What follows belongs to an exercise in optimizing a design on an open flow for small area, a short achievable clock period and few clock cycles; a production flow would make more cautious choices.
Where RTL was checked, it was by simulation tests only, not by an equivalence proof against the original.
Power figures rest on the tool's default switching activity, not on a simulated workload.

Setup of build 16:
Design hxp_stream, start of the top module:
module hxp_stream (
    input  wire        clk,
    input  wire        rst,
    input  wire        in_valid,
    output wire        in_ready,
    input  wire [7:0]  in_data,
    input  wire        in_end,
    output wire        out_valid,
    input  wire        out_ready,
    output wire [31:0] out_addr,
    output wire [7:0]  out_len,
    output wire [7:0]  out_data,
    output wire        out_last,
    output wire        done,
    output wire [3:0]  res_code,
    output wire [31:0] res_line,
    output wire [15:0] res_ext,
    output wire [7:0]  res_calc,
    output wire [7:0]  res_decl,
    output wire [1:0]  res_cause
);
    localparam [10:0] LEAD = 11'd9;      
    localparam [1:0] CAUSE_LENGTH   = 2'd0;
    localparam [1:0] CAUSE_DIGIT    = 2'd1;
    localparam [1:0] CAUSE_EXTSHORT = 2'd2;
    reg        is_hex_in;
    reg [3:0]  val_in;
    always @(*) begin
        is_hex_in = 1'b1;
        val_in    = in_data[3:0];
        if (in_data >= "0" && in_data <= "9")
            val_in = in_data[3:0];
        else if ((in_data >= "A" && in_data <= "F") || (in_data >= "a" && in_data <= "f"))
            val_in = in_data[3:0] + 4'd9;
        else
            is_hex_in = 1'b0;
    end
    wire [7:0] cc_in = {in_data == ":", in_data == 8'h0D, in_data == 8'h0A, is_hex_in, val_in};
    reg        a_valid, b_valid, rdy;
    reg [7:0]  a_cc, b_cc;
    reg        a_end, b_end;
    wire       accept;                      
    wire       pop_in = a_valid && accept;
  ...
Settings: LEC_CHECK=0, ABC_AREA=1, CAP_MARGIN=20, CORE_MARGIN=2, CORE_UTILIZATION=45, CTS_BUF_LIST=sky130_fd_sc_hd__clkbuf_16 sky130_fd_sc_hd__clkbuf_8, CTS_CLUSTER_DIAMETER=100, CTS_CLUSTER_SIZE=28, PLACE_DENSITY=0.68, SETUP_SLACK_MARGIN=3.9, SLEW_MARGIN=20; clock period 6.5 ns.
run.sh (not shown) runs the stock make flow with config.mk's settings and CLKGATE_MAP_FILE= SYNTH_SCRIPT=/design/flow/synth_recipe.tcl, a recipe that flattens the netlist after the stock synthesis.
Build 16 completed every stage of the flow, and the final layout passed the timing, design-rule and antenna checks.
Testbench counts of build 16, summed over its fixed seeds: cycles 85,465.
Edits applied to the flow inputs when going from build 16 to build 22:
# build 16
export LEC_CHECK = 0
export ABC_AREA = 1
export CAP_MARGIN = 20
export CORE_MARGIN = 2
export CORE_UTILIZATION = 45
export CTS_BUF_LIST = sky130_fd_sc_hd__clkbuf_16 sky130_fd_sc_hd__clkbuf_8
export CTS_CLUSTER_DIAMETER = 100
export CTS_CLUSTER_SIZE = 28
export PLACE_DENSITY = 0.68
export SETUP_SLACK_MARGIN = 3.9
export SLEW_MARGIN = 20
create_clock -name core_clock -period 6.5 [get_ports {clk}]
# build 22
export LEC_CHECK = 0
export ABC_AREA = 1
export CAP_MARGIN = 20
export CORE_MARGIN = 2
export CORE_UTILIZATION = 40
export CTS_BUF_LIST = sky130_fd_sc_hd__clkbuf_16 sky130_fd_sc_hd__clkbuf_8
export CTS_CLUSTER_DIAMETER = 100
export CTS_CLUSTER_SIZE = 28
export PLACE_DENSITY = 0.6
export SETUP_SLACK_MARGIN = 4.5
export SLEW_MARGIN = 20
export TNS_END_PERCENT = 20
create_clock -name core_clock -period 6.5 [get_ports {clk}]
### Flow results
Final design area excluding fillers deteriorates in build 22 relative to build 16. Number of buffers added for setup after CTS on build 22 is up relative to build 16. Compared to build 16, the routing of build 22 uses more wire. In the reports for build 16 and build 22, the smaller power belongs to build 16. Compared build 16 against build 22; worst-path maximum fanout within noise. Setup slack of the critical path after layout, build 16 and build 22: smaller value in build 22. Build 22 ended with more overall die area than build 16.
Here is what was changed in the inputs of build 50 compared with build 22.
# build 22
export LEC_CHECK = 0
export ABC_AREA = 1
export CAP_MARGIN = 20
export CORE_MARGIN = 2
export CORE_UTILIZATION = 40
export CTS_BUF_LIST = sky130_fd_sc_hd__clkbuf_16 sky130_fd_sc_hd__clkbuf_8
export CTS_CLUSTER_DIAMETER = 100
export CTS_CLUSTER_SIZE = 28
export PLACE_DENSITY = 0.6
export SETUP_SLACK_MARGIN = 4.5
export SLEW_MARGIN = 20
export TNS_END_PERCENT = 20
create_clock -name core_clock -period 6.5 [get_ports {clk}]
# build 50
export LEC_CHECK = 0
export ABC_AREA = 1
export CAP_MARGIN = 20
export CORE_MARGIN = 2
export CORE_UTILIZATION = 50
export CTS_BUF_LIST = sky130_fd_sc_hd__clkbuf_16 sky130_fd_sc_hd__clkbuf_8
export CTS_CLUSTER_DIAMETER = 100
export CTS_CLUSTER_SIZE = 28
export PLACE_DENSITY = 0.75
export SETUP_SLACK_MARGIN = 3.9
export SLEW_MARGIN = 20
create_clock -name core_clock -period 6.5 [get_ports {clk}]
### Flow results
- Build 50: PASS, flow complete, no timing, DRC or antenna violations
- Length of routed met2 wiring, build 50 and build 22, lower one = build 22.
- Looking at cell area after layout, build 50 sits 3.6% below build 22.
- In build 50 the worst setup slack after layout turned out 0.033 ns lower than in build 22.
- Looking at cell with the largest stage delay on the worst path, the sky130_fd_sc_hd__dfxtp_4 result is from build 22; the sky130_fd_sc_hd__edfxtp_1 one comes from build 50.
- On global-route wire length before repair, build 50 does better than build 22.
Edits applied to the flow inputs when going from build 50 to build 75:
# build 50
export LEC_CHECK = 0
export ABC_AREA = 1
export CAP_MARGIN = 20
export CORE_MARGIN = 2
export CORE_UTILIZATION = 50
export CTS_BUF_LIST = sky130_fd_sc_hd__clkbuf_16 sky130_fd_sc_hd__clkbuf_8
export CTS_CLUSTER_DIAMETER = 100
export CTS_CLUSTER_SIZE = 28
export PLACE_DENSITY = 0.75
export SETUP_SLACK_MARGIN = 3.9
export SLEW_MARGIN = 20
create_clock -name core_clock -period 6.5 [get_ports {clk}]
# build 75
export LEC_CHECK = 0
export ABC_AREA = 1
export CAP_MARGIN = 5
export CORE_MARGIN = 2
export CORE_UTILIZATION = 40
export CTS_BUF_LIST = sky130_fd_sc_hd__clkbuf_16 sky130_fd_sc_hd__clkbuf_8
export CTS_CLUSTER_DIAMETER = 100
export CTS_CLUSTER_SIZE = 30
export PLACE_DENSITY = 0.6
export SETUP_SLACK_MARGIN = 3.9
export SLEW_MARGIN = 5
create_clock -name core_clock -period 6.5 [get_ports {clk}]
Findings:
Of the two values seen for endpoint of the worst setup timing path, rd_missed was produced by build 50 and res_ext[3] by build 75.
Build 75: total clock buffers created by CTS is 5 lower than what build 50 reported.
Length of routed met2 wiring, build 50 and build 75: lower on build 75
On maximum resistive drop on vdd, build 50 loses to build 75.
According to the power report, total power for build 75 is lower than for build 50.
Going from build 50 to build 75, the number of vias per cell after detailed routing was found to have gone down by 6.0%.
In the metrics for build 50 and build 75, the one carrying the lower area of the die is build 50.
In build 75, the number of gates resized after cts came out 64 above the value in build 50.
Between build 75 and build 50, it is build 75 whose required time of the critical path is lower, by 1.77 ns.
For build 82, these inputs were changed with respect to build 75:
# build 75
export LEC_CHECK = 0
export ABC_AREA = 1
export CAP_MARGIN = 5
export CORE_MARGIN = 2
export CORE_UTILIZATION = 40
export CTS_BUF_LIST = sky130_fd_sc_hd__clkbuf_16 sky130_fd_sc_hd__clkbuf_8
export CTS_CLUSTER_DIAMETER = 100
export CTS_CLUSTER_SIZE = 30
export PLACE_DENSITY = 0.6
export SETUP_SLACK_MARGIN = 3.9
export SLEW_MARGIN = 5
create_clock -name core_clock -period 6.5 [get_ports {clk}]
# build 82
export LEC_CHECK = 0
export CAP_MARGIN = 20
export CORE_MARGIN = 2
export CORE_UTILIZATION = 40
export CTS_BUF_LIST = sky130_fd_sc_hd__clkbuf_16 sky130_fd_sc_hd__clkbuf_8
export CTS_CLUSTER_DIAMETER = 100
export CTS_CLUSTER_SIZE = 30
export PLACE_DENSITY = 0.6
export SETUP_SLACK_MARGIN = 3.8
export SLEW_MARGIN = 20
create_clock -name core_clock -period 6.5 [get_ports {clk}]
- Relative to build 75, initial antenna violation count has gone down in build 82.
- From build 75 to build 82 the numbers moved as follows: core area lower, pin count of the biggest net entering global routing higher.
- Summary of build 82 over build 75: detailed-route wire length now sits lower, count of plain and timing-repair buffers now sits lower, count of non-CTS inverters in the layout now sits lower, post-route setup TNS now sits at about the same level, detail-routed net length per standard cell now sits higher.
- Cell area after technology mapping (higher): build 75
- When the final numbers for build 75 and build 82 were put side by side, the wire length of the first global-routing pass turned out to be smaller in build 82.
- The maximum clock frequency of build 82 is lower than that of build 75.


hxp_stream again, from the RTL that the note above started with.
clock: 6.5 ns
lec_check: 0
abc_area: 1
cap_margin: 20
core_margin: 2
core_utilization: 45
cts_buf_list: sky130_fd_sc_hd__clkbuf_16 sky130_fd_sc_hd__clkbuf_8
cts_cluster_diameter: 100
cts_cluster_size: 30
place_density: 0.68
setup_slack_margin: 3.9
slew_margin: 20
Testbench counts at the start, summed over its fixed seeds: cycles 85,465.
Then changed:
Settings changed: CORE_UTILIZATION 45 to 40, CTS_CLUSTER_SIZE 30 to 28, PLACE_DENSITY 0.68 to 0.6, SETUP_SLACK_MARGIN 3.9 to 4.2, TNS_END_PERCENT set to 20.
Sequential cell count does not change. Count of clock-buffer cells in the layout came out higher by 4. Worst hold slack improved by 0.019 ns.
Then changed:
Settings changed: ABC_AREA 1 to not set, CTS_CLUSTER_SIZE 28 to 30, SETUP_SLACK_MARGIN 4.2 to 3.9, TNS_END_PERCENT 20 to not set.
Utilization stays flat; total power goes down slightly; global-route usage fell by 0.79 points; die area came out lower slightly; via count went down by roughly a tenth; critical path depth goes up by 8; setup slack got worse by 0.026 ns.


hxp_stream, a different RTL version from the one above (not shown whole).
Size: about 2400 flip-flops, about 140 I/O pins, roughly 60000 um2 of cells after synthesis.
export LEC_CHECK = 0
export CAP_MARGIN = 20
export CORE_MARGIN = 2
export CORE_UTILIZATION = 60
export CTS_BUF_LIST = sky130_fd_sc_hd__clkbuf_16 sky130_fd_sc_hd__clkbuf_8
export CTS_CLUSTER_DIAMETER = 100
export CTS_CLUSTER_SIZE = 24
export PLACE_DENSITY = 0.75
export SETUP_SLACK_MARGIN = 4.5
export SLEW_MARGIN = 20
create_clock -name core_clock -period 6.5 [get_ports {clk}]
The starting point completed without violations.
Edit:
CORE_UTILIZATION = 40   (was 60)
PLACE_DENSITY = 0.6   (was 0.75)
After rerunning: Sequential cell count stays the same. Worst hold slack gets worse by 0.014 ns. Setup slack is about the same.
Function was not checked in any run of this note: the RTL went through the layout flow alone.


Another version of the RTL of hxp_stream (not shown whole).
Size in the first run: roughly 2400 flip-flops, ~60000 sq um of cells after synthesis.
// hxp_stream
module hxp_stream (
    input  wire        clk,
    input  wire        rst,
    input  wire        in_valid,
    output wire        in_ready,
    input  wire [7:0]  in_data,
    input  wire        in_end,
    output wire        out_valid,
    input  wire        out_ready,
    output wire [31:0] out_addr,
    output wire [7:0]  out_len,
    output wire [7:0]  out_data,
    output wire        out_last,
    output wire        done,
    output wire [3:0]  res_code,
    output wire [31:0] res_line,
    output wire [15:0] res_ext,
    output wire [7:0]  res_calc,
    output wire [7:0]  res_decl,
    output wire [1:0]  res_cause
);
Settings: LEC_CHECK=0, CAP_MARGIN=20, CORE_MARGIN=2, CORE_UTILIZATION=40, CTS_BUF_LIST=sky130_fd_sc_hd__clkbuf_16 sky130_fd_sc_hd__clkbuf_8, CTS_CLUSTER_DIAMETER=100, CTS_CLUSTER_SIZE=24, PLACE_DENSITY=0.6, SETUP_SLACK_MARGIN=3.9, SLEW_MARGIN=20; clock period 6.5 ns.
The starting point went through all stages and came out clean.
Testbench counts at the start, summed over its fixed seeds: cycles 85,465.
Rerun with:
--- a/flow/config.mk
+++ b/flow/config.mk
@@ -14,3 +14,3 @@
 export PLACE_DENSITY = 0.6
-export SETUP_SLACK_MARGIN = 3.9
+export SETUP_SLACK_MARGIN = 4.5
 export SLEW_MARGIN = 20
The new run completed without violations.
Final cell count rises by 3.1%.
Wire length goes up by 8.5%.
Clock-buffer cell count came out lower by 1.
Sequential power stays flat.
Rerun with:
--- a/flow/config.mk
+++ b/flow/config.mk
@@ -14,3 +14,3 @@
 export PLACE_DENSITY = 0.6
-export SETUP_SLACK_MARGIN = 4.5
+export SETUP_SLACK_MARGIN = 3.6
 export SLEW_MARGIN = 20
Result:
- global-route usage shrinks by 1.1 points
- utilization shrinks by 3.2 points
- die area is unchanged
- clock power shrinks by about 1%
- cell area shrinks by 6.7%
- setup slack degrades by 160 ps
- routed wire length shrinks by 10%
Rerun with:
--- a/flow/config.mk
+++ b/flow/config.mk
@@ -12,5 +12,5 @@
 export CTS_CLUSTER_DIAMETER = 100
-export CTS_CLUSTER_SIZE = 24
+export CTS_CLUSTER_SIZE = 30
 export PLACE_DENSITY = 0.6
-export SETUP_SLACK_MARGIN = 3.6
+export SETUP_SLACK_MARGIN = 3.9
 export SLEW_MARGIN = 20
Routed wire length goes up by about 1.8%.
Area after synthesis does not change.
Worst setup slack improved by 140 ps.
Maximum frequency goes up by 5.2%.
Synthesized cell count does not change.
Cell count goes up by 1.0%.


JK:
RTL: one of the versions met above, not the one the previous note started from.
Size: ~4600 cells after synthesis, roughly 2400 flip-flops, about 140 I/O pins, about 60000 µm² of cells after synthesis.
==> flow/design.v (excerpt) <==
module hxp_stream (
    input  wire        clk,
    input  wire        rst,
    input  wire        in_valid,
    output wire        in_ready,
    input  wire [7:0]  in_data,
    input  wire        in_end,
    output wire        out_valid,
    input  wire        out_ready,
    output wire [31:0] out_addr,
    output wire [7:0]  out_len,
    output wire [7:0]  out_data,
    output wire        out_last,
    output wire        done,
    output wire [3:0]  res_code,
    output wire [31:0] res_line,
    output wire [15:0] res_ext,
    output wire [7:0]  res_calc,
    output wire [7:0]  res_decl,
    output wire [1:0]  res_cause
);
make LEC_CHECK=0 ABC_AREA=1 CAP_MARGIN=20 CORE_MARGIN=2 CORE_UTILIZATION=40 CTS_BUF_LIST='sky130_fd_sc_hd__clkbuf_16 sky130_fd_sc_hd__clkbuf_8' CTS_CLUSTER_DIAMETER=100 CTS_CLUSTER_SIZE=28 PLACE_DENSITY=0.6 SETUP_SLACK_MARGIN=3.9 SLEW_MARGIN=20 TNS_END_PERCENT=20 finish   # period 6.5 ns
Testbench counts of JK, summed over its fixed seeds: cycles 85,465.
Edits applied to the flow inputs when going from JK to MS:
-- flow/config.mk --
<<< JK, line 14
export CTS_CLUSTER_SIZE = 28
>>> MS, line 14
export CTS_CLUSTER_SIZE = 30
<<< JK, line 18
export TNS_END_PERCENT = 20
>>> MS, line 18
### Flow results
Area added between synthesis and finish on MS is up relative to JK.
MS: all stages complete, timing, DRC and antenna checks passed
MS vs. JK: static leakage power decreased by 0.32% relative to the old numbers; via count increased by about 0.9% relative to the old numbers.
Status: number of global-route vias before repair parity (MS, JK)
## Diff of input files: AL against MS
-- flow/config.mk --
<<< MS, line 14
export CTS_CLUSTER_SIZE = 30
>>> AL, line 14
export CTS_CLUSTER_SIZE = 28
--- outcome ---
AL against MS: total vias in the final route held; register-to-register path setup slack went down 40 ps; global routing usage on met1 held.
There was hardly any difference in combinational cell fraction of total power between AL and MS.
Multi-input combinational cell area delta (MS -> AL): insignificant
Clock group share of total power in AL is 0.8 points above MS.
| per-cell routed wire length | MS vs AL | ≈ equal |


hxp_stream, a different RTL version from the one above (not shown whole).
Size in the first run: ~2400 flip-flops.
Settings: LEC_CHECK=0, CAP_MARGIN=20, CORE_MARGIN=2, CORE_UTILIZATION=40, CTS_BUF_LIST=sky130_fd_sc_hd__clkbuf_16 sky130_fd_sc_hd__clkbuf_8, CTS_CLUSTER_DIAMETER=100, CTS_CLUSTER_SIZE=28, PLACE_DENSITY=0.6, SETUP_SLACK_MARGIN=4.1, SLEW_MARGIN=20; clock period 6.5 ns.
Change:
Settings changed: SETUP_SLACK_MARGIN 4.1 to 3.9.
Result:
- The new run completed without violations
- count of clock-buffer cells in the layout is higher by 1
- hold slack improves by 23 ps
- final area shrinks by 0.47%
- routed wire length barely changes
- global-route usage hardly moves
- synthesized cell count stays the same
- clock skew falls by 14 ps
- power barely changes
Function was not checked in any run of this note: the RTL went through the layout flow alone.

==> what the ideal ports hide <==
How much do the figures lean on ideal ports? The routed layouts below were timed once more, with nothing changed but the port constraints.
Step 1 (the two cells are an assumption about what drives the block):
set clk [get_ports {clk}]
set_driving_cell -lib_cell sky130_fd_sc_hd__clkbuf_16 $clk
set_driving_cell -lib_cell sky130_fd_sc_hd__buf_2 [delete_from_list [all_inputs] $clk]
Step 2 times the ports against the registers' clock, not the clock port: input delays grow and output delays shrink by t, the midpoint of the rising clock arrivals with the driver on.
Slacks: no drivers / after step 1 / after step 2; pairs: no drivers / after step 1.
run	t (ns)	slack for setup (ns)	hold WS [ns]
build 16	0.762	3.965 / 3.891 / 3.275	0.311 / 0.311 / 0.311
build 22	0.811	3.930 / 3.854 / 3.363	0.308 / 0.308 / 0.308
build 50	0.774	3.896 / 3.867 / 3.239	0.303 / 0.303 / 0.303
build 75	0.791	3.942 / 3.867 / 3.266	0.302 / 0.302 / 0.302
build 82	0.796	3.750 / 3.801 / 3.005	0.315 / 0.315 / 0.315
the first run of note 2	0.776	3.934 / 3.877 / 3.246	0.296 / 0.296 / 0.296
the second run of note 2	0.802	3.945 / 3.868 / 3.352	0.314 / 0.314 / 0.314
the third run of note 2	0.799	3.919 / 3.874 / 3.235	0.304 / 0.304 / 0.304
the first run of note 3	0.756	3.592 / 3.592 / 3.524	0.303 / 0.303 / 0.303
the second run of note 3	0.800	3.592 / 3.592 / 3.380	0.289 / 0.289 / 0.289
the first run of note 4	0.788	3.791 / 3.725 / 3.272	0.299 / 0.299 / 0.299
the second run of note 4	0.802	3.826 / 3.756 / 3.451	0.300 / 0.300 / 0.300
the third run of note 4	0.795	3.661 / 3.592 / 3.147	0.302 / 0.302 / 0.302
the fourth run of note 4	0.775	3.802 / 3.736 / 3.288	0.297 / 0.297 / 0.297
JK	0.795	3.738 / 3.663 / 3.088	0.302 / 0.302 / 0.302
MS	0.791	3.942 / 3.867 / 3.266	0.302 / 0.302 / 0.302
AL	0.818	3.916 / 3.840 / 3.239	0.300 / 0.300 / 0.300
the first run of note 6	0.780	3.771 / 3.737 / 3.418	0.279 / 0.279 / 0.279
the second run of note 6	0.797	3.750 / 3.670 / 3.251	0.302 / 0.302 / 0.302
After both steps setup and hold are still met in every run listed. For build 82, which loses most, drivers alone change the setup slack by +0.051 ns; drivers and shift together by -0.745 ns.
